Background: an optimization exercise with open tools, aiming at small area. Do not read the settings as production practice.
The RTL was checked by simulation tests, not by an equivalence proof against the original design.
Power figures rest on the tool's default switching activity, not on a simulated workload.

[flow/config.mk]
export PLATFORM = sky130hd
export DESIGN_NAME = ltt
export DESIGN_NICKNAME = ltt
export VERILOG_FILES = /design/flow/design.v
export SDC_FILE = /design/flow/constraint.sdc
export NUM_CORES = 4
export LEC_CHECK = 0
export ABC_CLOCK_PERIOD_IN_PS = 10000
export CAP_MARGIN = 20
export CORE_MARGIN = 2
export CORE_UTILIZATION = 40
export SLEW_MARGIN = 20
[flow/constraint.sdc]
create_clock -name core_clock -period 10.0 [get_ports {clk}]
set_input_delay 2.0000 -clock core_clock [delete_from_list [all_inputs] [get_ports {clk}]]
set_output_delay 2.0000 -clock core_clock [all_outputs]
set_load 0.01 [all_outputs]
[flow/flow/run.sh]
#!/bin/bash
set -euo pipefail
export BUFFER_PORTS_ARGS="-buffer_cell sky130_fd_sc_hd__buf_1"
export CTS_ARGS="-sink_clustering_enable -repair_clock_nets -dont_use_dummy_load -sink_clustering_size 10 -sink_clustering_max_diameter 40 -buf_list sky130_fd_sc_hd__clkbuf_4"
bash standard.sh > standard_flow.log 2>&1
[flow/standard.sh]
#!/bin/bash
# synth_recipe.tcl (not shown) runs the flow's synth.tcl, then flattens the netlist and writes it again
# the make line also repeats each setting of config.mk as NAME=value (left out here)
make -C /OpenROAD-flow-scripts/flow DESIGN_CONFIG=/design/flow/config.mk WORK_HOME=/design/flow/orfs CLKGATE_MAP_FILE= SYNTH_SCRIPT=/design/flow/synth_recipe.tcl "${@:-finish}"
[flow/design.v]
module ltt_timer (
    input  wire        clk,
    input  wire        rst,
    input  wire        do_cfg,       
    input  wire        do_stop,      
    input  wire        do_clr,       
    input  wire        do_cb,        
    input  wire        waiting,      
    input  wire [15:0] a,
    input  wire [15:0] b,
    input  wire [2:0]  ps,
    input  wire        m,
    input  wire [7:0]  n,
    output wire        irq,
    output wire        ticks_zero,
    output wire        wait_done
);
    reg [15:0] count;
    reg [15:0] compare;
    reg [2:0]  psel;
    reg        run;
    reg        if_flag;
    reg [9:0]  pdiv;
    reg        cb;
    reg [7:0]  ticks;
    wire ge2 = psel[2] | psel[1];
    wire ge3 = psel[2] | (psel[1] & psel[0]);
    wire ge4 = psel[2];
    wire ge5 = psel[2] & psel[0];
    wire cnt_ev = run & (~ge2 | (&pdiv[2:0] & (~ge3 | (&pdiv[5:3] &
                  (~ge4 | (&pdiv[7:6] & (~ge5 | &pdiv[9:8])))))));
    wire at_top = (count == compare);
    wire fire   = cnt_ev & at_top;
    wire [7:0] ticks_inc = ticks + 8'd1;
    wire       tick_inc  = if_flag & cb;
    wire       complete  = tick_inc & waiting & (ticks_inc == n);
    assign irq        = if_flag;
    assign ticks_zero = (ticks == 8'd0);
    assign wait_done  = complete;
    always @(posedge clk) begin
        pdiv <= do_cfg ? 10'd0 : pdiv + 10'd1;
        if (do_cfg) begin
            count   <= a;
            compare <= m ? b : 16'hFFFF;
            psel    <= ps;
        end else if (cnt_ev) begin
            count <= at_top ? 16'd0 : count + 16'd1;
        end
    end
    always @(posedge clk) begin
        if (rst) begin
            run     <= 1'b0;
            if_flag <= 1'b0;
            cb      <= 1'b0;
            ticks   <= 8'd0;
        end else begin
            if_flag <= fire & ~(do_cfg | do_stop | complete);
            if (do_cfg)
                run <= 1'b1;
            else if (do_stop | complete)
                run <= 1'b0;
            if (do_clr | complete)
                ticks <= 8'd0;
            else if (tick_inc)
                ticks <= ticks_inc;
            if (do_cb)
                cb <= 1'b1;
        end
    end
endmodule
module ltt_uart_tx (
    input  wire       clk,
    input  wire       rst,
    input  wire       load,      
    input  wire       wr,        
    input  wire [7:0] data,
    output wire       ready,
    output wire       txd
);
    reg [9:0] sh;
    reg [6:0] baud;
    reg       txd_r;
    wire busy = |sh;
    wire tick = busy & (baud == 7'd92);
    assign ready = ~busy;
    assign txd   = txd_r;
    always @(posedge clk) begin
        baud <= (load | tick) ? 7'd1 : {baud[5:0], baud[6] ^ baud[5]};
        if (rst) begin
            sh    <= 10'd0;
            txd_r <= 1'b1;
        end else begin
            if (load) begin
                sh[9:8] <= 2'b11;
                txd_r   <= 1'b0;
            end else if (tick) begin
                sh[9:8] <= {1'b0, sh[9]};
                txd_r   <= sh[0];
            end
            if (wr)
                sh[7:0] <= data;
            else if (tick)
                sh[7:0] <= sh[8:1];
        end
    end
endmodule
module ltt_uart_rx (
    input  wire       clk,
    input  wire       rst,
    input  wire       rxd,
    output reg        valid,
    output wire [7:0] data
);
    reg       s1, s2;
    reg       active;
    reg       stph;      
    reg [6:0] baud;
    reg [8:0] sh;
    wire tick = (baud == 7'd92);
    assign data = sh[8:1];
    always @(posedge clk) begin
        if (rst) begin
            s1     <= 1'b1;
            s2     <= 1'b1;
            active <= 1'b0;
            valid  <= 1'b0;
        end else begin
            s1    <= rxd;
            s2    <= s1;
            valid <= active & tick & ~stph & sh[0] & s2;
            if (!active)
                active <= ~s2;
            else if (tick & (stph ? s2 : sh[0]))
                active <= 1'b0;
        end
    end
    always @(posedge clk) begin
        if (!active)
            baud <= 7'd104;
        else
            baud <= tick ? 7'd1 : {baud[5:0], baud[6] ^ baud[5]};
        if (!active)
            stph <= 1'b1;
        else if (tick)
            stph <= 1'b0;
        if (active & tick) begin
            if (stph)
                sh <= 9'h100;
            else if (!sh[0])
                sh <= {s2, sh[8:1]};
        end
    end
endmodule
module ltt_rx_fifo (
    input  wire       clk,
    input  wire       rst,
    input  wire       push,
    input  wire [7:0] wdata,
    input  wire       pop,
    input  wire       pop_late,
    output wire [7:0] rdata,
    output wire       empty,
    output wire [3:0] hnext,      
    output wire [7:0] rin
);
    reg [7:0] ring [0:8];
    reg [3:0] hc;       
    reg [3:0] tc;       
    reg       pend;     
    wire [3:0] hc_dec = (hc == 4'd0) ? 4'd8 : hc - 4'd1;
    wire [3:0] tc_dec = (tc == 4'd0) ? 4'd8 : tc - 4'd1;
    wire       full    = (tc == hc_dec);
    wire       do_push = push & (~full | pop_late);
    wire       do_pop  = pop | pop_late;
    wire       wr_now  = pend & (tc == 4'd1);
    assign empty = (tc == hc);
    assign hnext = hc_dec;
    assign rin   = wr_now ? wdata : ring[0];
    assign rdata = (pend & (tc_dec == hc)) ? wdata : ring[hc];
    integer i;
    always @(posedge clk) begin
        for (i = 0; i < 8; i = i + 1)
            ring[i] <= ring[i+1];
        ring[8] <= rin;
    end
    always @(posedge clk) begin
        if (rst) begin
            hc   <= 4'd0;
            tc   <= 4'd0;
            pend <= 1'b0;
        end else begin
            hc   <= do_pop ? hc : hc_dec;
            tc   <= do_push ? tc : tc_dec;
            pend <= do_push | (pend & ~wr_now);
        end
    end
endmodule
module ltt (
    input  wire        clk,
    input  wire        rst,
    input  wire        op_valid,
    input  wire [47:0] op_word,
    output reg         op_done,
    output reg         op_err,
    output wire [7:0]  op_res,
    output wire        irq,
    output wire        txd,
    input  wire        rxd
);
    wire [3:0]  opsel = op_word[47:44];
    wire [15:0] f_a   = op_word[43:28];
    wire [15:0] f_b   = op_word[27:12];
    wire [2:0]  f_ps  = op_word[11:9];
    wire        f_m   = op_word[8];
    wire [7:0]  f_n   = op_word[7:0];
    wire        bsel  = f_n[0];
    wire ps_ok  = (f_ps != 3'd0) & ~(f_ps[2] & f_ps[1]);
    reg  busy;
    wire accept = op_valid & ~op_done & ~busy;
    wire is4 = ~opsel[3];
    wire is8 = opsel[3] & ~opsel[1] & ~opsel[0];
    wire is9 = opsel[3] & ~opsel[1] &  opsel[0];
    wire isA = opsel[3] &  opsel[1] & ~opsel[0];
    wire isB = opsel[3] &  opsel[1] &  opsel[0];
    wire ticks_zero, wait_done;
    wire op1 = (opsel == 4'h1);
    wire op2 = (opsel == 4'h2);
    wire op3 = (opsel == 4'h3);
    wire op4 = (opsel == 4'h4);
    wire n_zero   = (f_n == 8'd0);
    wire wait_ok  = op4 & ps_ok & ticks_zero;
    wire t_cfg    = accept & ((op1 & ps_ok) | (wait_ok & ~n_zero));
    wire t_clr    = accept & wait_ok & n_zero;
    wire t_stop   = (accept & op3) | t_clr;
    wire t_cb     = accept & op2 & (f_n == 8'h01);
    ltt_timer u_timer (
        .clk        (clk),
        .rst        (rst),
        .do_cfg     (t_cfg),
        .do_stop    (t_stop),
        .do_clr     (t_clr),
        .do_cb      (t_cb),
        .waiting    (busy & is4),
        .a          (f_a),
        .b          (f_b),
        .ps         (f_ps),
        .m          (f_m),
        .n          (f_n),
        .irq        (irq),
        .ticks_zero (ticks_zero),
        .wait_done  (wait_done)
    );
    wire       rx_valid;
    wire [7:0] rx_data;
    ltt_uart_rx u_rx (
        .clk   (clk),
        .rst   (rst),
        .rxd   (rxd),
        .valid (rx_valid),
        .data  (rx_data)
    );
    reg        pop_late;    
    wire [7:0] q_data;
    wire       q_empty;
    wire [3:0] q_hnext;
    wire [7:0] q_rin;
    wire       q_pop = busy & isB & ~q_empty;
    ltt_rx_fifo u_rxq (
        .clk      (clk),
        .rst      (rst),
        .push     (rx_valid),
        .wdata    (rx_data),
        .pop      (q_pop),
        .pop_late (pop_late),
        .rdata    (q_data),
        .empty    (q_empty),
        .hnext    (q_hnext),
        .rin      (q_rin)
    );
    assign op_res = q_data;
    reg [7:0] pbuf [0:8];
    reg [7:0] xbuf [0:8];
    reg [3:0] plen, xlen;    
    reg [3:0] pcc,  xcc;     
    reg [3:0] pnc,  xnc;     
    wire p_copy = (pcc != plen) & (pnc == 4'd0);
    wire x_copy = (xcc != xlen) & (xnc == 4'd0);
    wire [7:0] p_in = p_copy ? q_rin : pbuf[0];
    wire [7:0] x_in = x_copy ? q_rin : xbuf[0];
    wire [3:0] pnc_dec = (pnc == 4'd0) ? 4'd8 : pnc - 4'd1;
    wire [3:0] xnc_dec = (xnc == 4'd0) ? 4'd8 : xnc - 4'd1;
    integer i;
    always @(posedge clk) begin
        for (i = 0; i < 8; i = i + 1) begin
            pbuf[i] <= pbuf[i+1];
            xbuf[i] <= xbuf[i+1];
        end
        pbuf[8] <= p_in;
        xbuf[8] <= x_in;
    end
    wire [3:0] len    = bsel ? xlen : plen;
    wire       len9   = (len == 4'd9);
    wire       q_zero = (q_data == 8'd0);
    wire       rt_acc = accept & (opsel == 4'hB);
    wire       rt_store = q_pop & ~q_zero & ~len9;
    reg  [3:0] idx;    
    reg  [3:0] rc;     
    reg        cp;     
    wire [3:0] nc_sel = bsel ? xnc : pnc;
    wire [3:0] cc_sel = bsel ? xcc : pcc;
    wire [4:0] org    = {1'b0, nc_sel} - {1'b0, cc_sel};
    wire [3:0] org9   = org[4] ? org[3:0] + 4'd9 : org[3:0];
    wire [3:0] rc_dec = (rc == 4'd0) ? 4'd8 : rc - 4'd1;
    wire       st_last = (idx == len);
    wire       st_cap  = busy & isA & cp & (rc == 4'd1);
    wire tx_ready;
    wire tx_load = busy & (is8 | isA) & tx_ready;
    wire tx_wr   = (tx_load & (is8 | st_last)) | st_cap;
    wire [7:0] tx_data = is8 ? f_n : (st_cap ? (bsel ? x_in : p_in) : 8'h00);
    ltt_uart_tx u_tx (
        .clk   (clk),
        .rst   (rst),
        .load  (tx_load),
        .wr    (tx_wr),
        .data  (tx_data),
        .ready (tx_ready),
        .txd   (txd)
    );
    always @(posedge clk) begin
        rc  <= accept ? org9 : (st_cap ? rc : rc_dec);
        idx <= accept ? 4'd0 : idx + {3'd0, st_cap};
        pnc <= (rt_acc & ~bsel) ? q_hnext : (p_copy ? pnc : pnc_dec);
        xnc <= (rt_acc &  bsel) ? q_hnext : (x_copy ? xnc : xnc_dec);
    end
    wire done_busy = is4 ? wait_done :
                     is8 ? tx_ready :
                     is9 ? ~q_empty :
                     isA ? (tx_ready & st_last) :
                           (~q_empty & (q_zero | len9));
    wire op_busy   = opsel[3] & ~opsel[2];       
    wire go_busy   = op_busy | (wait_ok & ~n_zero);
    wire err_idle  = op1 ? ~ps_ok :
                     op2 ? (f_n[7:1] != 7'd0) :
                     op3 ? 1'b0 :
                     op4 ? ~(ps_ok & ticks_zero) : 1'b1;
    always @(posedge clk) begin
        op_err <= busy ? (opsel[1] & opsel[0] & ~q_zero) : err_idle;
        if (rst) begin
            busy     <= 1'b0;
            op_done  <= 1'b0;
            pop_late <= 1'b0;
            cp       <= 1'b0;
            plen     <= 4'd0;
            xlen     <= 4'd0;
            pcc      <= 4'd0;
            xcc      <= 4'd0;
        end else begin
            op_done  <= busy ? done_busy : (accept & ~go_busy);
            busy     <= busy ? ~done_busy : (accept & go_busy);
            pop_late <= busy & is9 & ~q_empty;
            if (tx_load & isA & ~st_last)
                cp <= 1'b1;
            else if (st_cap)
                cp <= 1'b0;
            if (rt_acc & ~bsel) begin
                plen <= 4'd0;
                pcc  <= 4'd0;
            end else begin
                plen <= plen + {3'd0, rt_store & ~bsel};
                pcc  <= pcc + {3'd0, p_copy};
            end
            if (rt_acc & bsel) begin
                xlen <= 4'd0;
                xcc  <= 4'd0;
            end else begin
                xlen <= xlen + {3'd0, rt_store & bsel};
                xcc  <= xcc + {3'd0, x_copy};
            end
        end
    end
endmodule
==> results of run 1 <==
[worst paths after layout]
kind	depth (start not counted)	slack, ns	endpoint	start
max	6	4.82	op_res[2]	u_rxq.tc[0]$_SDFFE_PP0N_
min	0	0.31	xbuf[4][0]$_DFF_P_	xbuf[5][0]$_DFF_P_
max reg2reg	11	6.68	xlen[1]$_SDFF_PP0_	u_rxq.hc[0]$_SDFFE_PP0N_
min reg2reg	0	0.31	xbuf[4][0]$_DFF_P_	xbuf[5][0]$_DFF_P_
[per-stage QoR]
stage          setup WS (ns)  total power [W]  area [um2]  std cells
2_1_floorplan           5.09          0.00234       13200       1160
3_3_place_gp            5.05          0.00254       13800       1624
3_5_place_dp            5.00          0.00255       13800       1624
4_1_cts                 4.75          0.00324       14200       1675
5_1_grt                 4.54          0.00341       14200       1676
6_report                4.82          0.00320       14200       1676
[state kept, by name (all words and copies together) (netlist names), 8 cells and up]
name / count
xbuf: 72
u_timer.ticks: 8
u_rxq.ring: 72
pbuf: 72
u_rx.sh: 9
u_tx.sh: 10
u_timer.count: 16
u_timer.compare: 16
u_timer.pdiv: 10
[synth_stat cells (all sizes together) (7+ instances only)]
cell     instances
dfxtp          301
nand2           80
nor2            79
edfxtp          56
xnor2           52
xor2            47
mux2            45
o21ai           34
buf             30
nand2b          30
nand3           30
inv             29
mux2i           29
and2            28
a211oi          26
nor3            25
a21oi           23
ha              20
clkbuf          18
nand4           18
and3            14
nor4            12
nor2b           11
o31ai           11
a31oi           10
a2bb2oi          7
and3b            7
[cell usage in the layout, fill, tap and decap left out, drive strengths merged, types with 28 or more instances in the layout]
cell type,instances
and2,28
buf,69
clkbuf,52
dfxtp,301
edfxtp,56
inv,29
mux2,45
mux2i,29
nand2,80
nand2b,30
nand3,30
nor2,79
o21ai,34
xnor2,52
xor2,47
[logic make-up after synthesis]
kind of cell / Yosys count
AOI/OAI and AO/OA: 159
xor gates and xnor gates: 99
adders and majority gates: 21
buffers and inverters: 78
DFF: 357
muxes: 74
and+or+nand+nor: 372
[where the power goes]
part | internal [W] | total, W | switching, W
registers | 0.00156 | 0.00166 | 0.0000995
clock network | 0.000233 | 0.000677 | 0.000444
logic | 0.000355 | 0.000866 | 0.000511
total | 0.00215 | 0.00320 | 0.00105
[worst max-delay path, delay by kind of cell (launching register included)]
family                 cells  cell delay, ns
flip-flops                 1            0.68
buffers and inverters      1            0.14
AND/OR/NAND/NOR            2            0.86
multiplexers               1            0.43
AO/OA/AOI/OAI              2            0.40
[final cells by class]
type	instances	share of cell area, %
antenna	1	0.0177
clock buffer	51	2.70
inverter	30	0.795
multi-input combinational	725	36.1
sequential	357	54.4
tap	442	3.90
timing repair buffer	70	2.05
[routing by layer]
layer | part of all wire (%) | GRT usage (%) | vias up | wire length [um]
met3 | 4.7 | 3.01 | 59 | 1280
met4 | 2.7 | 6.17 | 0 | 719
met1 | 48 | 21.7 | 3947 | 12900
met5 | 0 | 0 | - | 0
met2 | 45 | 25.3 | 166 | 12100
li1 | - | - | 4209 | -
==> flow_summary.json, run 1 <==
{
  "synth_xor_xnor_area_share_pct": 6.63,
  "cts_buffers": 51,
  "grt_max_degree": 59,
  "synth_fp_nets": 1233,
  "rsz0062_at_grt": "false",
  "hpwl_um": 18800,
  "hold_class": "reg -> reg",
  "start_kind": "register",
  "port_buffers": 63,
  "worst_slew_pin_slew_ns": 0.865,
  "synth-seq-cells": 357,
  "fin_util_pct": 43.5,
  "ant_nets": 0,
  "async_reset_ff_share_pct": 0,
  "p_per_area_mw_per_mm2": 226,
  "clock_latency_ns": 0.71,
  "post_cts_buffers": 0,
  "route.detailed.drc": 0,
  "grt_overflow": 0,
  "path_max_fanout": 15,
  "cts_tree": "done",
  "crit_chain": "and3_1, a2111oi_0, a211oi_1, and2_1, mux2_2, buf_1",
  "die_w_um": 186,
  "viasPerCell": 5.00,
  "max_freq_ghz": 0.193,
  "synth.top_cells.by_area": "dfxtp_1, edfxtp_1, mux2_2, xnor2_1, xor2_1",
  "dieArea_mm2": 0.0345,
  "ys_types": 82,
  "die_y_um": 186,
  "vias": 8381,
  "layout-drive-gt1-share_pct": 11.0,
  "period_share_pct": 51.8,
  "synthFlopType": "dfxtp_1",
  "cp.arrival_ns": 3.18,
  "cts-resized-gates": 0,
  "antenna_found_initial": 1,
  "path_clk_slew_ns": 0.09,
  "core_mm2": 0.0325,
  "dr.pass1.iters": 5,
  "status": "complete, no violations",
  "synth_compound_area_share_pct": 8.81,
  "dr.first_iter.drc_count": 469,
  "ys_seq_area_share_pct": 58.4,
  "worstPathRequired_ns": 8.00,
  "num_rows": 66,
  "maxSlewHeadroom_pct": 42.4,
  "hold_viol": 0,
  "p_leak_nw": 5.42,
  "finalSetupTns_ns": 0,
  "synth_top_family_by_area": "simple AND/OR/NAND/NOR gates",
  "htree_levels": 2,
  "grt_usage_pct": 16.0,
  "syn_inst": 1160,
  "ioPinCount": 64,
  "ctsLongestPathBuffers": 3,
  "crit_type": "reg -> out",
  "finalSetupViolations": 0,
  "synthDominantCellAreaShare_pct": 45.7,
  "postSynthAreaPerCell_um2": 11.4,
  "wire_per_inst_um": 16.1,
  "ff_latch_area_mm2": 0.00771,
  "syn_to_final_growth_pct": 7.37,
  "start_util_pct": 40.6,
  "wl_um": 27100,
  "multiInputGateArea_mm2": 0.00512,
  "grt_pass1_wl_um": 43200,
  "fill_cells": 3148,
  "synth_area_mm2": 0.0132,
  "cap_violations": 0,
  "report.final.slew_viol_count": 0,
  "critPathCaptureType": "output pin",
  "finalNetCount": 1308,
  "critical-path-max-stage-delay_ns": 0.68,
  "gp_congestion": 0.812,
  "synth_top_area_cell": "dfxtp_1",
  "crit_path_top_delay_cell": "dfxtp_1",
  "yosys.area_share.adder_pct": 2.05,
  "period_minus_slack_ns": 5.18,
  "grt_pass1_vias": 8117,
  "peakVddDrop_mv": 0.0849,
  "synthSimpleGateAreaFrac_pct": 15.2,
  "cts_sinks": 357,
  "postCtsHoldBufs": 0,
  "yosysWarningCount": 8,
  "cts-root-buf": "clkbuf_4",
  "finalClockSkew_ns": 0.0726,
  "synthMuxAreaShare_pct": 6.10,
  "whs_ns": 0.310,
  "synth_edf_count": 56
}
==> inputs of run 2 (changes only) <==
==> flow/flow/run.sh (replaced) <==
#!/bin/bash
set -euo pipefail
export BUFFER_PORTS_ARGS="-buffer_cell sky130_fd_sc_hd__buf_1"
export CTS_ARGS="-sink_clustering_enable -repair_clock_nets -dont_use_dummy_load -sink_clustering_size 10 -sink_clustering_max_diameter 40 -buf_list sky130_fd_sc_hd__clkbuf_4"

bash standard.sh synth > standard_synth.log 2>&1

RES=orfs/results/$FLOW_PLATFORM/ltt/base
PLAT=$FLOW_HOME/platforms/$FLOW_PLATFORM
cp $RES/1_2_yosys.v standard_1_2_yosys.v
export RESYN_NETLIST=$RES/1_2_yosys.v
export RESYN_LIB=$PLAT/lib/sky130_fd_sc_hd__tt_025C_1v80.lib
export RESYN_DONT_USE="$(make -s -C $FLOW_HOME DESIGN_CONFIG=$PWD/config.mk print-DONT_USE_CELLS 2>/dev/null | sed -n 's/^DONT_USE_CELLS: //p')"
echo "dont_use: $RESYN_DONT_USE" > resyn_dont_use.log
[[ -n "$RESYN_DONT_USE" ]]
yosys -c flow/resyn.tcl > resyn.log 2>&1
rm -f $RES/1_synth.odb $RES/1_synth.sdc

bash standard.sh > standard_layout.log 2>&1
==> flow/flow/resyn.tcl (new file) <==
# Re-map the combinational logic of the standard synthesis netlist for area,
# keeping every register instance (name, cell type and connections) as it is.
# Reads and writes $::env(RESYN_NETLIST).
yosys -import
set lib $::env(RESYN_LIB)
set net $::env(RESYN_NETLIST)
set dont_use {}
foreach c $::env(RESYN_DONT_USE) { lappend dont_use -dont_use $c }

read_liberty -ignore_miss_func $lib
# registers stay black boxes, so flatten leaves their instances untouched
setattr -mod -set blackbox 1 sky130_fd_sc_hd__dfxtp_1 sky130_fd_sc_hd__edfxtp_1
read_verilog $net
hierarchy -top $::env(FLOW_TOP)
flatten
opt -full
abc -liberty $lib {*}$dont_use
splitnets
opt_clean -purge
hilomap -singleton -hicell sky130_fd_sc_hd__conb_1 HI -locell sky130_fd_sc_hd__conb_1 LO
insbuf -buf sky130_fd_sc_hd__buf_4 A X
check
tee -o resyn_stat.txt stat -liberty $lib
write_verilog -noattr -nohex -nodec $net
--- a/flow/config.mk
+++ b/flow/config.mk
@@ -5,7 +5,6 @@
 export SDC_FILE = /design/flow/constraint.sdc
 export NUM_CORES = 4
 export LEC_CHECK = 0
-export ABC_CLOCK_PERIOD_IN_PS = 10000
 export CAP_MARGIN = 20
 export CORE_MARGIN = 2
 export CORE_UTILIZATION = 40
==> run 2 against run 1 <==
Against the previous run:
- die area decreased by 7.5%
- largest cell class unchanged
- hold slack got worse by 0.034 ns
- cell count decreased by 4.9%
- critical path type unchanged
- total power shrank 5.5%
- still clean on timing, DRC and antenna
- critical endpoint is now op_res[6]
==> flow_summary.json, run 2 <==
{
  "cts-root-buf": "clkbuf_4",
  "die_w_um": 179,
  "rsz0062_at_grt": "false",
  "p_leak_nw": 4.89,
  "syn_inst": 1087,
  "viasPerCell": 5.24,
  "cap_violations": 0,
  "finalNonFillerCells": 1594,
  "worst_slew_pin_slew_ns": 0.945,
  "sw_frac_of_total_pct": 32.2,
  "hold_viol": 0,
  "p_per_area_mw_per_mm2": 227,
  "dieArea_mm2": 0.0319,
  "fin_util_pct": 44.8,
  "status": "complete, no violations",
  "grt_pass1_wl_um": 41500,
  "post_cts_buffers": 0,
  "finalSetupTns_ns": 0,
  "whs_ns": 0.276,
  "dpl_worst_slack_ns": 4.91,
  "layout-drive-gt1-share_pct": 4.82,
  "multiInputGateArea_mm2": 0.00442,
  "seqPwrFrac_pct": 54.7,
  "htree_levels": 2,
  "yosysWarningCount": 8,
  "min_from": "u_rxq.ring[8][0]$_DFF_P_",
  "power_frac_comb_pct": 24.0,
  "gp_congestion": 0.834,
  "reg.largest.list": "pbuf x72, u_rxq.ring x72, xbuf x72",
  "ff_latch_area_mm2": 0.00771,
  "worst_slack_ns": 4.55,
  "fill_cells": 2843,
  "final_common_cell": "dfxtp_1",
  "worstPathRequired_ns": 8.00,
  "finalClockSkew_ns": 0.131,
  "port_buffers": 63,
  "period_minus_slack_ns": 5.45,
  "dr.first_iter.drc_count": 507,
  "max_freq_ghz": 0.183,
  "clockPowerShare_pct": 21.4,
  "route.detailed.drc": 0,
  "critical-path-max-stage-delay_ns": 0.80,
  "holdPathEnd": "u_rxq.ring[7][0]$_DFF_P_",
  "postCtsHoldBufs": 0,
  "period_share_pct": 54.5,
  "maxSlewHeadroom_pct": 36.9,
  "critPathCaptureType": "output pin",
  "hpwl_um": 18300,
  "hold_path_depth": 0,
  "p_int_w": 0.00205,
  "path_clk_slew_ns": 0.09,
  "path_max_fanout": 18,
  "syn_to_final_growth_pct": 9.52,
  "start_kind": "register",
  "grt_overflow": 0,
  "ioPinCount": 64,
  "cts_sinks": 357,
  "ant_nets": 0,
  "crit_chain": "clkinv_1, a32o_1, or4_1, mux2_1, buf_1",
  "num_rows": 63,
  "postSynthAreaPerCell_um2": 11.2,
  "synth_fp_nets": 1139,
  "clock_latency_ns": 0.70,
  "vias": 8357,
  "p_sw_w": 0.000973,
  "placed_cells": 1546,
  "die_y_um": 179,
  "antenna_found_initial": 1,
  "wl_um": 26000,
  "grt_max_degree": 50,
  "start_util_pct": 40.9,
  "cts_buffers": 47,
  "cts_tree": "done",
  "crit_type": "reg -> out",
  "grt_usage_pct": 16.5,
  "hold_class": "reg -> reg",
  "r2r-end": "plen[3]$_SDFF_PP0_",
  "wire_per_inst_um": 16.3,
  "peakVddDrop_mv": 0.128,
  "finalSetupViolations": 0,
  "cp.arrival_ns": 3.45,
  "crit_path_top_delay_cell": "dfxtp_1",
  "core_mm2": 0.0298,
  "cts-resized-gates": 0,
  "final_cell_mix": "dfxtp_1, nor2_1, nand2_1",
  "ctsLongestPathBuffers": 3,
  "rr_startpoint": "u_rxq.hc[1]$_SDFFE_PP0N_",
  "rr_worst_depth": 10,
  "grt_pass1_vias": 7997,
  "synth_area_mm2": 0.0122,
  "report.final.slew_viol_count": 0,
  "finalNetCount": 1257,
  "dr.pass1.iters": 6,
  "reg2reg_slack_ns": 5.65
}
[run 2: worst max-delay path by stage]
stage / depth (start not counted) / from / slack [ns] / endpoint
after global routing: 5 / u_rxq.hc[1]$_SDFFE_PP0N_ / 4.31 / op_res[7]
after global placement: 10 / op_word[0] / 4.97 / u_timer.count[1]$_DFFE_PP_
after CTS: 6 / u_rxq.hc[1]$_SDFFE_PP0N_ / 4.31 / op_res[5]
after detailed placement: 10 / op_word[0] / 4.91 / u_timer.count[1]$_DFFE_PP_
after floorplan: 8 / op_word[11] / 4.40 / u_timer.count[1]$_DFFE_PP_
final: 5 / u_rxq.hc[1]$_SDFFE_PP0N_ / 4.55 / op_res[6]
[run 2: worst max-delay path, delay by kind of cell (launching register included)]
kind,cells,cell delay (ns)
buffers and inverters,2,0.58
and+or+nand+nor,1,0.67
AOI/OAI and AO/OA,1,0.32
muxes,1,0.42
DFF,1,0.80
[run 2: layer usage]
metal | GRT usage, % | share of wire [%] | vias up | wire length [um]
li1 | - | - | 4153 | -
met4 | 5.89 | 2.0 | 0 | 518
met1 | 23.5 | 50 | 3974 | 12900
met3 | 2.90 | 4.1 | 55 | 1050
met2 | 25.2 | 44 | 175 | 11500
met5 | 0 | 0 | - | 0
[run 2: power groups by stage]
stage	clock network [W]	registers (W)	logic (W)
CTS	0.000680	0.00165	0.000716
finish	0.000646	0.00165	0.000725
global route	0.000735	0.00167	0.000800
detailed placement	0	0.00168	0.000711
floorplan	0	0.00167	0.000489
global placement	0	0.00168	0.000704
[run 2: area by class of cell]
class                           count  share of cell area (%)
Antenna cell                        1                  0.0188
Multi-Input combinational cell    706                    33.1
Tap cell                          390                    3.66
Sequential cell                   357                    57.8
Clock buffer                       47                    2.64
Inverter                           24                   0.675
Timing Repair Buffer               69                    2.11
[run 2: metrics by stage]
stage / cell area [um2] / power (W)
floorplan: 12200 / 0.00216
global route: 13300 / 0.00320
global placement: 13000 / 0.00239
detailed placement: 13000 / 0.00239
finish: 13300 / 0.00302
CTS: 13300 / 0.00305
==> inputs of run 3 (changes only) <==
--- a/flow/flow/resyn.tcl
+++ b/flow/flow/resyn.tcl
@@ -1,6 +1,7 @@
 # Re-map the combinational logic of the standard synthesis netlist for area,
 # keeping every register instance (name, cell type and connections) as it is.
-# Reads and writes $::env(RESYN_NETLIST).
+# Several ABC scripts are tried; the netlist with the smallest cell area is
+# kept. Reads and writes $::env(RESYN_NETLIST).
 yosys -import
 set lib $::env(RESYN_LIB)
 set net $::env(RESYN_NETLIST)
@@ -14,7 +15,35 @@
 hierarchy -top $::env(FLOW_TOP)
 flatten
 opt -full
-abc -liberty $lib {*}$dont_use
+design -save base
+
+set scripts [list \
+  "strash; &get -n; &fraig -x; &put; scorr; dc2; dretime; strash; &get -n; &dch -f; &nf; &put" \
+  "strash; dc2; dch -f; amap -F 10 -A 10; topo" \
+  "strash; dc2; dch -f; amap -F 20 -A 20; topo" \
+  "strash; dc2; dc2; dch -f; amap; topo" ]
+set best -1
+set best_area 0
+set i 0
+foreach s $scripts {
+  design -load base
+  set f [open resyn_script_$i.abc w]
+  puts $f $s
+  close $f
+  abc -liberty $lib {*}$dont_use -script resyn_script_$i.abc
+  opt_clean -purge
+  set a [tee -q -s result.string stat -liberty $lib]
+  regexp {Chip area for module '[^']*': ([0-9.]+)} $a -> area
+  puts "RESYN script $i area $area"
+  if { $best < 0 || $area < $best_area } {
+    set best $i
+    set best_area $area
+    design -save best
+  }
+  incr i
+}
+puts "RESYN chosen script $best area $best_area"
+design -load best
 splitnets
 opt_clean -purge
 hilomap -singleton -hicell sky130_fd_sc_hd__conb_1 HI -locell sky130_fd_sc_hd__conb_1 LO
--- a/flow/config.mk
+++ b/flow/config.mk
@@ -5,6 +5,7 @@
 export SDC_FILE = /design/flow/constraint.sdc
 export NUM_CORES = 4
 export LEC_CHECK = 0
+export ABC_AREA = 1
 export CAP_MARGIN = 20
 export CORE_MARGIN = 2
 export CORE_UTILIZATION = 40
==> run 3 against run 2 <==
Against the previous run:
- clock power up 4.6%
- area after synthesis down 3.6%
- largest cell class unchanged
- utilization up 0.16 points
- non-clock buffer count up 4
- highest routed layer unchanged
- count of clock-buffer cells in the layout up 5
- routed wire length down 0.82%
- register-to-register slack worse by 0.33 ns
- fmax down 3.0%
==> flow_summary.json, run 3 <==
{
  "vias": 8509,
  "die_w_um": 175,
  "cts_buffers": 52,
  "cts_tree": "done",
  "num_rows": 62,
  "port_buffers": 63,
  "hold_class": "reg -> reg",
  "max_freq_ghz": 0.178,
  "path_clk_slew_ns": 0.10,
  "hold_path_depth": 0,
  "gp_congestion": 0.864,
  "crit_chain": "nor2_1, clkinv_1, nor2_1, a222oi_1, nand2_1, a21oi_1, a32oi_1, buf_1",
  "synth_fp_nets": 1192,
  "syn_inst": 1140,
  "clock_latency_ns": 0.69,
  "start_kind": "register",
  "syn_to_final_growth_pct": 10.2,
  "final_cell_mix": "dfxtp_1, nor2_1, clkinv_1",
  "dr.pass1.iters": 6,
  "rr_worst_depth": 18,
  "antenna_found_initial": 2,
  "grt_max_degree": 44,
  "cts_sinks": 357,
  "path_max_fanout": 9,
  "dieArea_mm2": 0.0307,
  "cap_violations": 0,
  "cp.arrival_ns": 3.62,
  "route.detailed.drc": 0,
  "ant_nets": 0,
  "finalSetupViolations": 0,
  "maxSlewHeadroom_pct": 23.5,
  "htree_levels": 2,
  "grt_pass1_vias": 8096,
  "finalSetupTns_ns": 0,
  "period_minus_slack_ns": 5.62,
  "postCtsHoldBufs": 0,
  "postSynthAreaPerCell_um2": 10.3,
  "synth_area_mm2": 0.0117,
  "wire_per_inst_um": 15.6,
  "report.final.slew_viol_count": 0,
  "critPathCaptureType": "output pin",
  "cts-resized-gates": 0,
  "cts-root-buf": "clkbuf_4",
  "wl_um": 25800,
  "fin_util_pct": 44.9,
  "die_y_um": 175,
  "status": "complete, no violations",
  "viasPerCell": 5.16,
  "grt_usage_pct": 16.7,
  "peakVddDrop_mv": 0.0908,
  "crit_type": "reg -> out",
  "yosysWarningCount": 8,
  "final_common_cell": "dfxtp_1",
  "hold_viol": 0,
  "period_share_pct": 56.2,
  "layout-drive-gt1-share_pct": 4.98,
  "ctsLongestPathBuffers": 3,
  "grt_overflow": 0,
  "p_per_area_mw_per_mm2": 209,
  "worst_slew_pin_slew_ns": 1.13,
  "cp_common_cell": "nor2_1",
  "finalNetCount": 1319,
  "worstPathRequired_ns": 8.00,
  "start_util_pct": 40.8,
  "ioPinCount": 64,
  "core_mm2": 0.0288,
  "crit_path_top_delay_cell": "nor2_1",
  "hpwl_um": 18000,
  "rsz0062_at_grt": "false",
  "dr.first_iter.drc_count": 673,
  "critical-path-max-stage-delay_ns": 0.74,
  "reg.largest.list": "pbuf x72, u_rxq.ring x72, xbuf x72",
  "post_cts_buffers": 0,
  "finalClockSkew_ns": 0.0763,
  "p_leak_nw": 4.49,
  "grt_pass1_wl_um": 41100
}
[run 3: power by group]
part / internal [W] / switching [W] / leakage, nW
clock: 0.000238 / 0.000438 / 0.239
sequential: 0.00155 / 0.0000696 / 2.98
combinational: 0.000134 / 0.000278 / 1.27
total: 0.00192 / 0.000786 / 4.49
[run 3: per-layer routing]
layer / vias up / GRT usage, % / part of all wire (%) / wire [um]
met5: - / 0 / 0 / 0
met4: 0 / 6.22 / 2.6 / 680
met3: 51 / 3.64 / 6.7 / 1740
met2: 259 / 25.8 / 43 / 11200
met1: 3876 / 23.1 / 47 / 12200
li1: 4323 / - / - / -
[run 3: critical path: cells and delay by family (launching register included)]
family | cells | cell delay, ns
AO/OA/AOI/OAI | 3 | 0.60
buffers and inverters | 2 | 0.48
flip-flops | 1 | 0.38
AND/OR/NAND/NOR | 3 | 1.49
[run 3: layout make-up]
| class | count | area [um2] |
|---|---|---|
| Inverter | 133 | 499 |
| Clock buffer | 52 | 390 |
| Multi-Input combinational cell | 650 | 3540 |
| Fill cell | 2798 | 15800 |
| Tap cell | 384 | 480 |
| Sequential cell | 357 | 7710 |
| Antenna cell | 1 | 2.50 |
| Timing Repair Buffer | 73 | 312 |
[run 3: per-stage QoR]
step | hold slack, ns | power, W | instance area [um2] | worst slack [ns] | instances
after floorplan | 0.310 | 0.00192 | 11700 | 3.96 | 1140
after global placement | 0.310 | 0.00205 | 12500 | 4.32 | 1597
after detailed placement | 0.312 | 0.00206 | 12500 | 4.05 | 1597
after CTS | 0.289 | 0.00274 | 12900 | 4.36 | 1649
after global routing | 0.282 | 0.00287 | 12900 | 4.18 | 1650
final | 0.294 | 0.00271 | 12900 | 4.38 | 1650
[run 3: worst paths after layout]
| check | end | startpoint | slack [ns] |
|---|---|---|---|
| setup / recovery | op_res[4] | u_rxq.hc[3]$_SDFFE_PP0N_ | 4.38 |
| hold / removal | pbuf[2][6]$_DFF_P_ | pbuf[3][6]$_DFF_P_ | 0.29 |
| setup reg to reg | plen[3]$_SDFF_PP0_ | u_rxq.hc[3]$_SDFFE_PP0N_ | 5.32 |
| hold reg to reg | pbuf[2][6]$_DFF_P_ | pbuf[3][6]$_DFF_P_ | 0.29 |
==> inputs of run 4 (changes only) <==
--- a/flow/design.v
+++ b/flow/design.v
@@ -315,8 +315,8 @@
     wire       st_cap  = busy & isA & cp & (rc == 4'd1);
     wire tx_ready;
     wire tx_load = busy & (is8 | isA) & tx_ready;
-    wire tx_wr   = (tx_load & (is8 | st_last)) | st_cap;
-    wire [7:0] tx_data = is8 ? f_n : (st_cap ? (bsel ? x_in : p_in) : 8'h00);
+    wire tx_wr   = (tx_load & is8) | st_cap;
+    wire [7:0] tx_data = is8 ? f_n : (bsel ? x_in : p_in);
     ltt_uart_tx u_tx (
         .clk   (clk),
         .rst   (rst),
==> run 4 against run 3 <==
Against the previous run:
- first-iteration DRC count is 3.9% higher
- fmax is 0.32% lower
- register-to-register slack better by 0.17 ns
- count of clock-buffer cells in the layout stayed put
- sequential power hardly changed
- synthesized cell count is 0.53% lower
- routed wire length is 0.33% lower
- global-route usage is 0.15 points higher
- largest cell class unchanged
- largest power group unchanged
==> flow_summary.json, run 4 <==
{
  "synth_area_mm2": 0.0117,
  "p_leak_nw": 4.51,
  "period_share_pct": 56.4,
  "wl_um": 25700,
  "htree_levels": 2,
  "cts_tree": "done",
  "p_per_area_mw_per_mm2": 216,
  "hold_class": "reg -> reg",
  "maxSlewHeadroom_pct": 37.2,
  "layout-drive-gt1-share_pct": 4.85,
  "num_rows": 62,
  "finalClockSkew_ns": 0.112,
  "grt_pass1_vias": 8136,
  "cp_common_cell": "clkinv_1",
  "gp_congestion": 0.808,
  "postSynthAreaPerCell_um2": 10.3,
  "die_w_um": 175,
  "ctsLongestPathBuffers": 3,
  "max_freq_ghz": 0.177,
  "hold_viol": 0,
  "grt_overflow": 0,
  "finalNonFillerCells": 1643,
  "placed_cells": 1590,
  "crit_chain": "clkinv_1, nand2_1, nor2_1, clkinv_1, nor2_1, a21oi_1, clkinv_1, o21ai_0, a221oi_1, o21ai_0, o22a_1, buf_1",
  "critPathCaptureType": "output pin",
  "core_mm2": 0.0288,
  "critPathTopFamily": "compound AO/OA/AOI/OAI gates",
  "clock_latency_ns": 0.70,
  "syn_inst": 1134,
  "crit_path_start": "u_rxq.hc[0]$_SDFFE_PP0N_",
  "final_cell_mix": "dfxtp_1, nor2_1, clkinv_1",
  "ant_nets": 0,
  "rsz0062_at_grt": "false",
  "worstPathRequired_ns": 8.00,
  "multiInputGateArea_mm2": 0.00348,
  "rr_startpoint": "u_rxq.hc[0]$_SDFFE_PP0N_",
  "viasPerCell": 5.23,
  "min_from": "u_rxq.ring[3][1]$_DFF_P_",
  "dieArea_mm2": 0.0306,
  "cap_violations": 0,
  "dr.pass1.iters": 5,
  "status": "complete, no violations",
  "path_max_fanout": 10,
  "cts-resized-gates": 0,
  "cts_sinks": 357,
  "ff_latch_area_mm2": 0.00771,
  "grt_usage_pct": 16.9,
  "grt_max_degree": 43,
  "dr_wl_met2_um": 11500,
  "period_minus_slack_ns": 5.64,
  "grt_pass1_wl_um": 41600,
  "reg.largest.list": "pbuf x72, u_rxq.ring x72, xbuf x72",
  "port_buffers": 63,
  "syn_to_final_growth_pct": 10.1,
  "die_y_um": 175,
  "wl_met1_um": 12100,
  "worst_slew_pin_slew_ns": 0.933,
  "finalSetupViolations": 0,
  "hpwl_um": 18000,
  "wl_met3_um": 1420,
  "crit_path_top_delay_cell": "a21oi_1",
  "path_buf_inv": 4,
  "ioPinCount": 64,
  "vias": 8593,
  "cts_buffers": 52,
  "finalSetupTns_ns": 0,
  "start_util_pct": 40.7,
  "start_kind": "register",
  "wire_per_inst_um": 15.6,
  "yosysWarningCount": 8,
  "highest_layer": "met4",
  "report.final.slew_viol_count": 0,
  "post_cts_buffers": 0,
  "finalNetCount": 1312,
  "peakVddDrop_mv": 0.112,
  "dr.first_iter.drc_count": 699,
  "path_clk_slew_ns": 0.10,
  "crit_type": "reg -> out",
  "cp.arrival_ns": 3.64,
  "final_common_cell": "dfxtp_1",
  "route.detailed.drc": 0,
  "postCtsHoldBufs": 0,
  "synth_fp_nets": 1186,
  "fill_cells": 2778,
  "cts-root-buf": "clkbuf_4",
  "critical-path-max-stage-delay_ns": 0.70,
  "antenna_found_initial": 1
}
run 4: stage by stage:
| step | power [W] | cell area, um2 | setup slack [ns] | utilization (%) | hold WS, ns |
|---|---|---|---|---|---|
| floorplan | 0.00198 | 11700 | 5.29 | - | 0.310 |
| global placement | 0.00213 | 12500 | 4.82 | 43.4 | 0.310 |
| detailed placement | 0.00214 | 12500 | 4.69 | 43.4 | 0.312 |
| CTS | 0.00281 | 12900 | 4.38 | 44.8 | 0.283 |
| global route | 0.00295 | 12900 | 4.04 | 44.8 | 0.280 |
| finish | 0.00278 | 12900 | 4.36 | 44.8 | 0.295 |
run 4: worst paths after layout:
kind | endpoint | slack [ns] | depth (start not counted)
setup / recovery | op_res[6] | 4.36 | 12
hold / removal | u_rxq.ring[2][1]$_DFF_P_ | 0.29 | 0
setup reg to reg | xlen[3]$_SDFF_PP0_ | 5.49 | 20
hold reg to reg | u_rxq.ring[2][1]$_DFF_P_ | 0.29 | 0
run 4: final cells by class:
type / instances / share of cell area (%)
clock buffer: 52 / 3.03
inverter: 138 / 4.02
antenna: 1 / 0.0194
multi-input combinational: 639 / 27.0
tap: 384 / 3.73
sequential: 357 / 59.8
timing repair buffer: 72 / 2.36
run 4: power by group:
| part | total, W | internal, W | switching, W | leakage (nW) |
|---|---|---|---|---|
| logic | 0.000472 | 0.000162 | 0.000310 | 1.33 |
| registers | 0.00164 | 0.00156 | 0.0000773 | 2.94 |
| clock network | 0.000674 | 0.000237 | 0.000437 | 0.239 |
| total | 0.00278 | 0.00196 | 0.000825 | 4.51 |
run 4: worst register-to-register path, delay by kind of cell (launching register included):
kind	cells	cell delay, ns
buffers and inverters	3	0.64
DFF	1	0.42
AOI/OAI and AO/OA	7	1.84
and+or+nand+nor	10	1.48
run 4: per-layer routing:
layer | vias up | global-route usage (%)
li1 | 4328 | -
met1 | 3994 | 23.3
met2 | 218 | 26.5
met3 | 53 | 3.48
met4 | 0 | 5.56
met5 | - | 0
==> inputs of run 5 (changes only) <==
--- a/flow/flow/run.sh
+++ b/flow/flow/run.sh
@@ -1,7 +1,7 @@
 #!/bin/bash
 set -euo pipefail
 export BUFFER_PORTS_ARGS="-buffer_cell sky130_fd_sc_hd__buf_1"
-export CTS_ARGS="-sink_clustering_enable -repair_clock_nets -dont_use_dummy_load -sink_clustering_size 10 -sink_clustering_max_diameter 40 -buf_list sky130_fd_sc_hd__clkbuf_4"
+export CTS_ARGS="-sink_clustering_enable -repair_clock_nets -dont_use_dummy_load -sink_clustering_size 10 -sink_clustering_max_diameter 30 -buf_list sky130_fd_sc_hd__clkbuf_4"
 
 bash standard.sh synth > standard_synth.log 2>&1
 
--- a/flow/config.mk
+++ b/flow/config.mk
@@ -6,7 +6,8 @@
 export NUM_CORES = 4
 export LEC_CHECK = 0
 export ABC_AREA = 1
-export CAP_MARGIN = 20
+export CAP_MARGIN = 5
 export CORE_MARGIN = 2
-export CORE_UTILIZATION = 40
-export SLEW_MARGIN = 20
+export CORE_UTILIZATION = 65
+export PLACE_DENSITY = 0.8
+export SLEW_MARGIN = 5
==> run 5 against run 4 <==
Against the previous run:
- largest power group unchanged
- register-to-register slack worse by 0.08 ns
- total power is 0.80% lower
- first-iteration DRC count up 16%
- setup slack gained 0.045 ns
- sequential share of layout area increased by 0.95 points
- count of clock-buffer cells in the layout stayed put
- largest cell class unchanged
- die area fell by 38%
- critical path depth did not move
- clock power fell by 3%
- area after synthesis unchanged
- non-clock buffer count is 1 lower
==> flow_summary.json, run 5 <==
{
  "status": "complete, no violations",
  "wire_per_inst_um": 17.1,
  "p_per_area_mw_per_mm2": 218,
  "placed_cells": 1434,
  "synth_area_mm2": 0.0117,
  "hold_class": "reg -> reg",
  "clock_latency_ns": 0.68,
  "finalNetCount": 1311,
  "start_util_pct": 65.6,
  "core_mm2": 0.0178,
  "worstPathRequired_ns": 8.00,
  "path_max_fanout": 10,
  "postCtsHoldBufs": 0,
  "final_cell_mix": "dfxtp_1, nor2_1, clkinv_1",
  "ioPinCount": 64,
  "cp.arrival_ns": 3.59,
  "grt_usage_pct": 26.6,
  "reg.largest.list": "pbuf x72, u_rxq.ring x72, xbuf x72",
  "yosysWarningCount": 8,
  "syn_to_final_growth_pct": 8.34,
  "wl_met1_um": 11100,
  "gp_congestion": 0.874,
  "maxSlewHeadroom_pct": 38.7,
  "die_y_um": 138,
  "num_rows": 49,
  "dieArea_mm2": 0.0191,
  "final_common_cell": "dfxtp_1",
  "multiInputGateArea_mm2": 0.00348,
  "finalSetupTns_ns": 0,
  "p_int_w": 0.00196,
  "antenna_found_initial": 1,
  "peakVddDrop_mv": 0.145,
  "clockPowerShare_pct": 23.8,
  "crit_type": "reg -> out",
  "dr.pass1.iters": 12,
  "cts-root-buf": "clkbuf_4",
  "cts-resized-gates": 0,
  "period_minus_slack_ns": 5.59,
  "fill_cells": 1338,
  "grt_pass1_vias": 8569,
  "route.detailed.drc": 0,
  "port_buffers": 63,
  "grt_pass1_wl_um": 41600,
  "report.final.slew_viol_count": 0,
  "rsz0062_at_grt": "false",
  "period_share_pct": 55.9,
  "ant_nets": 0,
  "post_cts_buffers": 0,
  "wl_um": 25400,
  "path_clk_slew_ns": 0.10,
  "finalClockSkew_ns": 0.101,
  "cap_violations": 0,
  "die_w_um": 138,
  "sw_frac_of_total_pct": 29.0,
  "dr.first_iter.drc_count": 808,
  "p_sw_w": 0.000802,
  "start_kind": "register",
  "viasPerCell": 5.93,
  "htree_levels": 2,
  "critPathCaptureType": "output pin",
  "finalNonFillerCells": 1487,
  "ctsLongestPathBuffers": 3,
  "ff_latch_area_mm2": 0.00771,
  "highest_layer": "met4",
  "max_freq_ghz": 0.179,
  "layout-drive-gt1-share_pct": 4.77,
  "dr_wl_met2_um": 11900,
  "p_leak_nw": 4.51,
  "syn_inst": 1134,
  "grt_overflow": 0,
  "synth_fp_nets": 1186,
  "wl_met3_um": 1760,
  "cts_buffers": 52,
  "postSynthAreaPerCell_um2": 10.3,
  "cts_sinks": 357,
  "hpwl_um": 18200,
  "seqPwrFrac_pct": 59.1,
  "finalSetupViolations": 0,
  "power_frac_comb_pct": 17.1,
  "vias": 8814,
  "worst_slew_pin_slew_ns": 0.912,
  "hold_viol": 0,
  "grt_max_degree": 43,
  "cts_tree": "done"
}
run 5: per-layer routing:
metal | global-route usage (%) | up-vias
li1 | - | 4317
met1 | 35.9 | 4099
met2 | 43.1 | 342
met3 | 5.51 | 56
met4 | 9.83 | 0
met5 | 0 | -
run 5: final timing paths:
path                             from                  endpoint  slack (ns)  cells after the start
min reg2reg  u_rxq.ring[4][0]$_DFF_P_  u_rxq.ring[3][0]$_DFF_P_        0.28                      0
max reg2reg  u_rxq.hc[1]$_SDFFE_PP0N_        xlen[3]$_SDFF_PP0_        5.41                     20
max          u_rxq.hc[0]$_SDFFE_PP0N_                 op_res[6]        4.41                     12
min          u_rxq.ring[4][0]$_DFF_P_  u_rxq.ring[3][0]$_DFF_P_        0.28                      0
run 5: per-stage QoR:
step | hold WS [ns] | total power (W) | cell area (um2) | setup slack [ns] | utilization, %
2_1_floorplan | 0.310 | 0.00198 | 11700 | 5.29 | -
3_3_place_gp | 0.310 | 0.00210 | 12300 | 5.19 | 68.9
3_5_place_dp | 0.312 | 0.00212 | 12300 | 5.10 | 68.9
4_1_cts | 0.284 | 0.00277 | 12700 | 4.41 | 71.1
5_1_grt | 0.303 | 0.00291 | 12700 | 4.04 | 71.1
6_report | 0.281 | 0.00276 | 12700 | 4.41 | 71.1
run 5: area by class of cell:
type,instances,area share (%)
Timing Repair Buffer,71,2.34
Antenna cell,1,0.0197
Sequential cell,357,60.8
Inverter,138,4.08
Tap cell,229,2.26
Multi-Input combinational cell,639,27.4
Clock buffer,52,3.08
run 5: power groups by stage:
stage	logic, W	clock network (W)	registers (W)
final	0.000471	0.000657	0.00163
after CTS	0.000464	0.000675	0.00163
after detailed placement	0.000461	0	0.00166
after floorplan	0.000338	0	0.00164
after global routing	0.000529	0.000730	0.00165
after global placement	0.000445	0	0.00166
run 5: critical path: stages (launching register included):
cell and delay, ns:
dfxtp_1 0.35, clkinv_1 0.14, nand2_1 0.13, nor2_1 0.15, clkinv_1 0.12, nor2_1 0.63, a21oi_1 0.36, clkinv_1 0.19
o21ai_0 0.10, a221oi_1 0.26, o21ai_0 0.18, o22a_1 0.25, buf_1 0.13
==> inputs of run 6 (changes only) <==
--- a/flow/design.v
+++ b/flow/design.v
@@ -315,8 +315,8 @@
     wire       st_cap  = busy & isA & cp & (rc == 4'd1);
     wire tx_ready;
     wire tx_load = busy & (is8 | isA) & tx_ready;
-    wire tx_wr   = (tx_load & is8) | st_cap;
-    wire [7:0] tx_data = is8 ? f_n : (bsel ? x_in : p_in);
+    wire tx_wr   = (tx_load & (is8 | st_last)) | st_cap;
+    wire [7:0] tx_data = is8 ? f_n : (st_cap ? (bsel ? x_in : p_in) : 8'h00);
     ltt_uart_tx u_tx (
         .clk   (clk),
         .rst   (rst),
--- a/flow/flow/run.sh
+++ b/flow/flow/run.sh
@@ -1,7 +1,7 @@
 #!/bin/bash
 set -euo pipefail
 export BUFFER_PORTS_ARGS="-buffer_cell sky130_fd_sc_hd__buf_1"
-export CTS_ARGS="-sink_clustering_enable -repair_clock_nets -dont_use_dummy_load -sink_clustering_size 10 -sink_clustering_max_diameter 30 -buf_list sky130_fd_sc_hd__clkbuf_4"
+export CTS_ARGS="-sink_clustering_enable -repair_clock_nets -dont_use_dummy_load -sink_clustering_size 12 -sink_clustering_max_diameter 40 -buf_list sky130_fd_sc_hd__clkbuf_4"
 
 bash standard.sh synth > standard_synth.log 2>&1
 
--- a/flow/config.mk
+++ b/flow/config.mk
@@ -6,8 +6,8 @@
 export NUM_CORES = 4
 export LEC_CHECK = 0
 export ABC_AREA = 1
-export CAP_MARGIN = 5
+export CAP_MARGIN = 20
 export CORE_MARGIN = 2
 export CORE_UTILIZATION = 65
 export PLACE_DENSITY = 0.8
-export SLEW_MARGIN = 5
+export SLEW_MARGIN = 20
==> run 6 against run 5 <==
Against the previous run:
- cell area down 0.30%
- critical path depth down 4
- hold slack better by 0.021 ns
- area after synthesis up 0.31%
- fmax up 3.9%
- global-route usage down 0.93 points
- critical path type unchanged
- critical endpoint is now op_res[1]
- largest cell class unchanged
- largest power group unchanged
==> flow_summary.json, run 6 <==
{
  "seqPwrFrac_pct": 61.4,
  "grt_pass1_vias": 8234,
  "grt_max_degree": 44,
  "status": "complete, no violations",
  "start_util_pct": 65.8,
  "yosysWarningCount": 8,
  "worstPathRequired_ns": 8.00,
  "period_share_pct": 53.8,
  "fill_cells": 1333,
  "postSynthAreaPerCell_um2": 10.3,
  "wl_um": 24600,
  "finalNonFillerCells": 1482,
  "max_freq_ghz": 0.186,
  "grt_usage_pct": 25.7,
  "peakVddDrop_mv": 0.138,
  "reg2reg_slack_ns": 5.44,
  "finalSetupViolations": 0,
  "ant_nets": 0,
  "p_int_w": 0.00187,
  "num_rows": 49,
  "cts-resized-gates": 0,
  "cp-endpoint": "op_res[1]",
  "die_y_um": 138,
  "hpwl_um": 17500,
  "synth_fp_nets": 1192,
  "p_sw_w": 0.000765,
  "vias": 8664,
  "ioPinCount": 64,
  "clockPowerShare_pct": 22.9,
  "postCtsHoldBufs": 0,
  "path_max_fanout": 9,
  "cts_buffers": 41,
  "hold_viol": 0,
  "rsz0062_at_grt": "false",
  "syn_to_final_growth_pct": 7.68,
  "cp.arrival_ns": 3.38,
  "die_w_um": 138,
  "dpl_worst_slack_ns": 4.33,
  "dieArea_mm2": 0.0192,
  "power_frac_comb_pct": 15.7,
  "dr.pass1.iters": 6,
  "placed_cells": 1440,
  "post_cts_buffers": 0,
  "worst_slack_ns": 4.62,
  "rr_worst_depth": 20,
  "report.final.slew_viol_count": 0,
  "period_minus_slack_ns": 5.38,
  "cts_sinks": 357,
  "htree_levels": 2,
  "worst_slew_pin_slew_ns": 1.03,
  "syn_inst": 1140,
  "sw_frac_of_total_pct": 29.0,
  "port_buffers": 63,
  "wire_per_inst_um": 16.6,
  "hold_class": "reg -> reg",
  "cap_violations": 0,
  "maxSlewHeadroom_pct": 31.0,
  "rr_startpoint": "u_rxq.tc[3]$_SDFFE_PP0N_",
  "reg.largest.list": "pbuf x72, u_rxq.ring x72, xbuf x72",
  "cts-root-buf": "clkbuf_4",
  "start_kind": "register",
  "final_cell_mix": "dfxtp_1, nor2_1, clkinv_1",
  "p_leak_nw": 4.43,
  "crit_path_start": "u_rxq.hc[2]$_SDFFE_PP0N_",
  "path_clk_slew_ns": 0.12,
  "grt_pass1_wl_um": 40200,
  "r2r-end": "xlen[3]$_SDFF_PP0_",
  "synth_area_mm2": 0.0117,
  "finalNetCount": 1306,
  "layout-drive-gt1-share_pct": 3.99,
  "finalSetupTns_ns": 0,
  "critPathCaptureType": "output pin",
  "antenna_found_initial": 1,
  "gp_congestion": 0.976,
  "route.detailed.drc": 0,
  "p_per_area_mw_per_mm2": 209,
  "dr.first_iter.drc_count": 752,
  "clock_latency_ns": 0.68,
  "finalClockSkew_ns": 0.127,
  "cts_tree": "done",
  "crit_type": "reg -> out",
  "ctsLongestPathBuffers": 3,
  "final_common_cell": "dfxtp_1",
  "core_mm2": 0.0178,
  "grt_overflow": 0,
  "viasPerCell": 5.85
}
==> run 6: layout make-up <==
| class | instances | area (um2) | area share, % |
|---|---|---|---|
| Antenna cell | 1 | 2.50 | 0.0198 |
| Clock buffer | 41 | 308 | 2.43 |
| Inverter | 133 | 499 | 3.95 |
| Multi-Input combinational cell | 650 | 3540 | 28.0 |
| Sequential cell | 357 | 7710 | 61.0 |
| Tap cell | 229 | 287 | 2.27 |
| Timing Repair Buffer | 71 | 297 | 2.35 |
==> run 6: critical path, cell delays in order, from the launching register on <==
cell,delay (ns)
dfxtp_1,0.35
nor2_1,0.64
clkinv_1,0.28
nor2_1,0.57
a222oi_1,0.19
clkinv_1,0.09
a221oi_1,0.04
a32oi_1,0.35
buf_1,0.20
==> run 6: power groups by stage <==
stage	clock (W)	sequential [W]	combinational (W)
after floorplan	0	0.00163	0.000291
after global placement	0	0.00165	0.000389
after detailed placement	0	0.00165	0.000403
after CTS	0.000618	0.00162	0.000405
after global routing	0.000671	0.00163	0.000467
final	0.000604	0.00162	0.000413
==> run 6: worst min-delay path by stage <==
stage	start	to	slack [ns]	depth (start not counted)
final	u_rxq.ring[8][1]$_DFF_P_	u_rxq.ring[7][1]$_DFF_P_	0.30	0
after floorplan	pbuf[1][0]$_DFF_P_	pbuf[0][0]$_DFF_P_	0.31	0
after detailed placement	pbuf[8][2]$_DFF_P_	pbuf[7][2]$_DFF_P_	0.31	0
after global placement	pbuf[7][3]$_DFF_P_	pbuf[6][3]$_DFF_P_	0.31	0
after CTS	u_rxq.ring[8][1]$_DFF_P_	u_rxq.ring[7][1]$_DFF_P_	0.30	0
after global routing	xbuf[5][6]$_DFF_P_	xbuf[4][6]$_DFF_P_	0.29	0
==> run 6: layer usage <==
| layer | GRT usage, % | vias to the layer above | part of all wire, % |
|---|---|---|---|
| met5 | 0 | - | 0 |
| met4 | 11.4 | 0 | 3.7 |
| met3 | 4.43 | 74 | 6.1 |
| met2 | 39.3 | 311 | 45 |
| met1 | 36.4 | 3991 | 46 |
| li1 | - | 4288 | - |
==> run 6: stage by stage <==
stage	total power, W	cell area [um2]	utilization (%)	hold slack, ns
finish	0.00264	12600	70.9	0.301
global route	0.00277	12600	70.9	0.288
CTS	0.00264	12600	70.9	0.304
detailed placement	0.00205	12300	69.1	0.312
global placement	0.00204	12300	69.1	0.310
floorplan	0.00192	11700	-	0.310
==> inputs of run 7 (changes only) <==
--- a/flow/design.v
+++ b/flow/design.v
@@ -303,20 +303,17 @@
     wire       q_zero = (q_data == 8'd0);
     wire       rt_acc = accept & (opsel == 4'hB);
     wire       rt_store = q_pop & ~q_zero & ~len9;
-    reg  [3:0] idx;    
-    reg  [3:0] rc;     
+    reg  [3:0] rem;    
     reg        cp;     
-    wire [3:0] nc_sel = bsel ? xnc : pnc;
-    wire [3:0] cc_sel = bsel ? xcc : pcc;
-    wire [4:0] org    = {1'b0, nc_sel} - {1'b0, cc_sel};
-    wire [3:0] org9   = org[4] ? org[3:0] + 4'd9 : org[3:0];
-    wire [3:0] rc_dec = (rc == 4'd0) ? 4'd8 : rc - 4'd1;
-    wire       st_last = (idx == len);
-    wire       st_cap  = busy & isA & cp & (rc == 4'd1);
+    wire [3:0] nc_sel  = bsel ? xnc : pnc;
+    wire       cc_done = bsel ? (xcc == xlen) : (pcc == plen);
+    wire [3:0] rem9    = (rem == 4'd9) ? 4'd0 : rem;
+    wire       st_last = (rem == 4'd0);
+    wire       st_cap  = busy & isA & cp & cc_done & (nc_sel == rem9);
     wire tx_ready;
     wire tx_load = busy & (is8 | isA) & tx_ready;
-    wire tx_wr   = (tx_load & (is8 | st_last)) | st_cap;
-    wire [7:0] tx_data = is8 ? f_n : (st_cap ? (bsel ? x_in : p_in) : 8'h00);
+    wire tx_wr   = (tx_load & is8) | st_cap;
+    wire [7:0] tx_data = is8 ? f_n : (bsel ? x_in : p_in);
     ltt_uart_tx u_tx (
         .clk   (clk),
         .rst   (rst),
@@ -327,8 +324,7 @@
         .txd   (txd)
     );
     always @(posedge clk) begin
-        rc  <= accept ? org9 : (st_cap ? rc : rc_dec);
-        idx <= accept ? 4'd0 : idx + {3'd0, st_cap};
+        rem <= accept ? len : rem - {3'd0, st_cap};
         pnc <= (rt_acc & ~bsel) ? q_hnext : (p_copy ? pnc : pnc_dec);
         xnc <= (rt_acc &  bsel) ? q_hnext : (x_copy ? xnc : xnc_dec);
     end
--- a/flow/flow/run.sh
+++ b/flow/flow/run.sh
@@ -1,7 +1,7 @@
 #!/bin/bash
 set -euo pipefail
 export BUFFER_PORTS_ARGS="-buffer_cell sky130_fd_sc_hd__buf_1"
-export CTS_ARGS="-sink_clustering_enable -repair_clock_nets -dont_use_dummy_load -sink_clustering_size 12 -sink_clustering_max_diameter 40 -buf_list sky130_fd_sc_hd__clkbuf_4"
+export CTS_ARGS="-sink_clustering_enable -repair_clock_nets -dont_use_dummy_load -sink_clustering_size 14 -sink_clustering_max_diameter 40 -buf_list \"sky130_fd_sc_hd__clkbuf_4 sky130_fd_sc_hd__clkbuf_8\""
 
 bash standard.sh synth > standard_synth.log 2>&1
 
--- a/flow/config.mk
+++ b/flow/config.mk
@@ -8,6 +8,5 @@
 export ABC_AREA = 1
 export CAP_MARGIN = 20
 export CORE_MARGIN = 2
-export CORE_UTILIZATION = 65
-export PLACE_DENSITY = 0.8
+export CORE_UTILIZATION = 40
 export SLEW_MARGIN = 20
==> run 7 against run 6 <==
Against the previous run:
- non-clock buffer count stayed put
- routed wire length is 0.92% higher
- clock power rose by 34%
- sequential share of layout area is 1.5 points lower
- setup slack got worse by 0.34 ns
- via count is 5.7% lower
- fmax decreased by 6.0%
- area after synthesis decreased by 2.8%
- highest routed layer unchanged
- largest cell class unchanged
- still clean
==> flow_summary.json, run 7 <==
{
  "status": "complete, no violations",
  "fin_util_pct": 45.7,
  "ctsLongestPathBuffers": 3,
  "grt_pass1_wl_um": 40200,
  "vias": 8172,
  "p_leak_nw": 4.50,
  "report.final.slew_viol_count": 0,
  "wl_met1_um": 11800,
  "dr_wl_met2_um": 11000,
  "syn_to_final_growth_pct": 11.8,
  "peakVddDrop_mv": 0.131,
  "dpl_worst_slack_ns": 4.48,
  "path_clk_slew_ns": 0.08,
  "gp_congestion": 0.888,
  "antenna_found_initial": 1,
  "finalSetupTns_ns": 0,
  "cp.arrival_ns": 3.72,
  "cts_buffers": 42,
  "synth_area_mm2": 0.0114,
  "critPathCaptureType": "output pin",
  "ioPinCount": 64,
  "finalSetupViolations": 0,
  "hpwl_um": 17700,
  "layout-drive-gt1-share_pct": 4.16,
  "worst_slew_pin_slew_ns": 0.875,
  "dieArea_mm2": 0.0299,
  "cts_sinks": 353,
  "num_rows": 61,
  "post_cts_buffers": 0,
  "grt_pass1_vias": 7810,
  "postSynthAreaPerCell_um2": 10.5,
  "placed_cells": 1538,
  "final_common_cell": "dfxtp_1",
  "highest_layer": "met4",
  "wire_per_inst_um": 15.7,
  "reg.largest.list": "pbuf x72, u_rxq.ring x72, xbuf x72",
  "crit_path_top_delay_cell": "a2111oi_1",
  "crit_chain": "nor2_1, a21oi_1, o21ai_0, a221oi_1, o21ai_0, a2111oi_1, clkinv_1, a41oi_1, buf_1",
  "yosysWarningCount": 8,
  "grt_usage_pct": 16.6,
  "period_share_pct": 57.2,
  "path_max_fanout": 13,
  "p_per_area_mw_per_mm2": 217,
  "cap_violations": 0,
  "syn_inst": 1089,
  "worstPathRequired_ns": 8.00,
  "dr.pass1.iters": 7,
  "viasPerCell": 5.17,
  "max_freq_ghz": 0.175,
  "postCtsHoldBufs": 0,
  "grt_max_degree": 43,
  "hold_class": "reg -> reg",
  "port_buffers": 63,
  "core_mm2": 0.0279,
  "fin_area_mm2": 0.0128,
  "critical-path-max-stage-delay_ns": 0.72,
  "hold_viol": 0,
  "finalNetCount": 1256,
  "maxSlewHeadroom_pct": 41.1,
  "wl_um": 24900,
  "dr.first_iter.drc_count": 559,
  "route.detailed.drc": 0,
  "crit_type": "reg -> out",
  "synth_fp_nets": 1141,
  "htree_levels": 2,
  "start_kind": "register",
  "grt_overflow": 0,
  "period_minus_slack_ns": 5.72,
  "die_w_um": 173,
  "rsz0062_at_grt": "false",
  "cp_common_cell": "o21ai_0",
  "finalNonFillerCells": 1581,
  "finalClockSkew_ns": 0.0549,
  "start_util_pct": 40.8,
  "worst_slack_ns": 4.28,
  "final_cell_mix": "dfxtp_1, nor2_1, clkinv_1",
  "cts_tree": "done",
  "clock_latency_ns": 0.55,
  "die_y_um": 173,
  "cts-root-buf": "clkbuf_8",
  "cts-resized-gates": 0,
  "ant_nets": 0,
  "wl_met3_um": 1340,
  "place_area_mm2": 0.0122
}
==> run 7: changes by cell type in the layout (fill, tap and decap cells not counted), sizes merged, moves of 7 or more <==
cell / previous run / this run
a211oi: 21 / 9
o221ai: 10 / 2
nand2: 97 / 86
o22ai: 36 / 53
a21oi: 52 / 45
o21ai: 95 / 71
nor2: 151 / 138
==> run 7: layout make-up <==
type                       count  area (um2)
fill                        2696       15200
sequential                   353        7590
multi-input combinational    608        3340
clock buffer                  42         578
inverter                     128         480
tap                          378         473
timing repair buffer          71         297
antenna                        1        2.50
==> run 7: final timing paths <==
path                       startpoint                 end  slack (ns)  cells after the start
min reg2reg        pbuf[1][0]$_DFF_P_  pbuf[0][0]$_DFF_P_        0.29                      0
max          u_rxq.hc[3]$_SDFFE_PP0N_           op_res[5]        4.28                      9
min                pbuf[1][0]$_DFF_P_  pbuf[0][0]$_DFF_P_        0.29                      0
max reg2reg  u_rxq.hc[3]$_SDFFE_PP0N_  plen[3]$_SDFF_PP0_        5.41                     19
==> run 7: where the power goes <==
part	leakage (nW)	internal, W	switching, W	total (W)
combinational	1.29	0.000120	0.000244	0.000364
clock	0.302	0.000372	0.000438	0.000810
sequential	2.90	0.00152	0.0000681	0.00159
total	4.50	0.00201	0.000750	0.00276
==> run 7: through the flow <==
stage               total power, W  hold WS [ns]
CTS                        0.00279         0.289
global placement           0.00197         0.310
global route               0.00291         0.298
floorplan                  0.00186         0.310
finish                     0.00276         0.292
detailed placement         0.00198         0.312
==> run 7: metal layers <==
layer	global-route usage [%]	vias to the layer above
met4	6.25	0
met2	25.7	223
li1	-	4126
met5	0	-
met3	3.32	61
met1	22.9	3762
==> run 7: critical path: cells and delay by family (launching register included) <==
family | cells | cell delay, ns
AND/OR/NAND/NOR | 1 | 0.07
flip-flops | 1 | 0.42
buffers and inverters | 2 | 0.71
AO/OA/AOI/OAI | 6 | 1.99

re-timing with driven ports:
No port has a modelled driver above. Below, the same layouts with a new extraction and two added sets of constraints. Step 1: set_driving_cell puts a clkbuf_16 on clk and a buf_2 on each other input, an assumption about the parent block. Step 2, shift: input delay + t, output delay - t, t = (earliest + latest rising clock arrival at the registers) / 2. This alone moves slack from input paths to output paths. Three values: ideal ports, drivers, drivers and shift; two values: the first two.
| run | t, ns | setup WS [ns] |
|---|---|---|
| run 1 | 0.714 | 4.817 / 4.776 / 5.006 |
| run 2 | 0.677 | 4.548 / 4.503 / 4.924 |
| run 3 | 0.708 | 4.379 / 4.328 / 4.022 |
| run 4 | 0.690 | 4.361 / 4.316 / 4.642 |
| run 5 | 0.667 | 4.405 / 4.366 / 5.015 |
| run 6 | 0.662 | 4.617 / 4.575 / 4.226 |
| run 7 | 0.567 | 4.275 / 4.231 / 4.453 |
After both steps setup and hold are still met in every run listed.
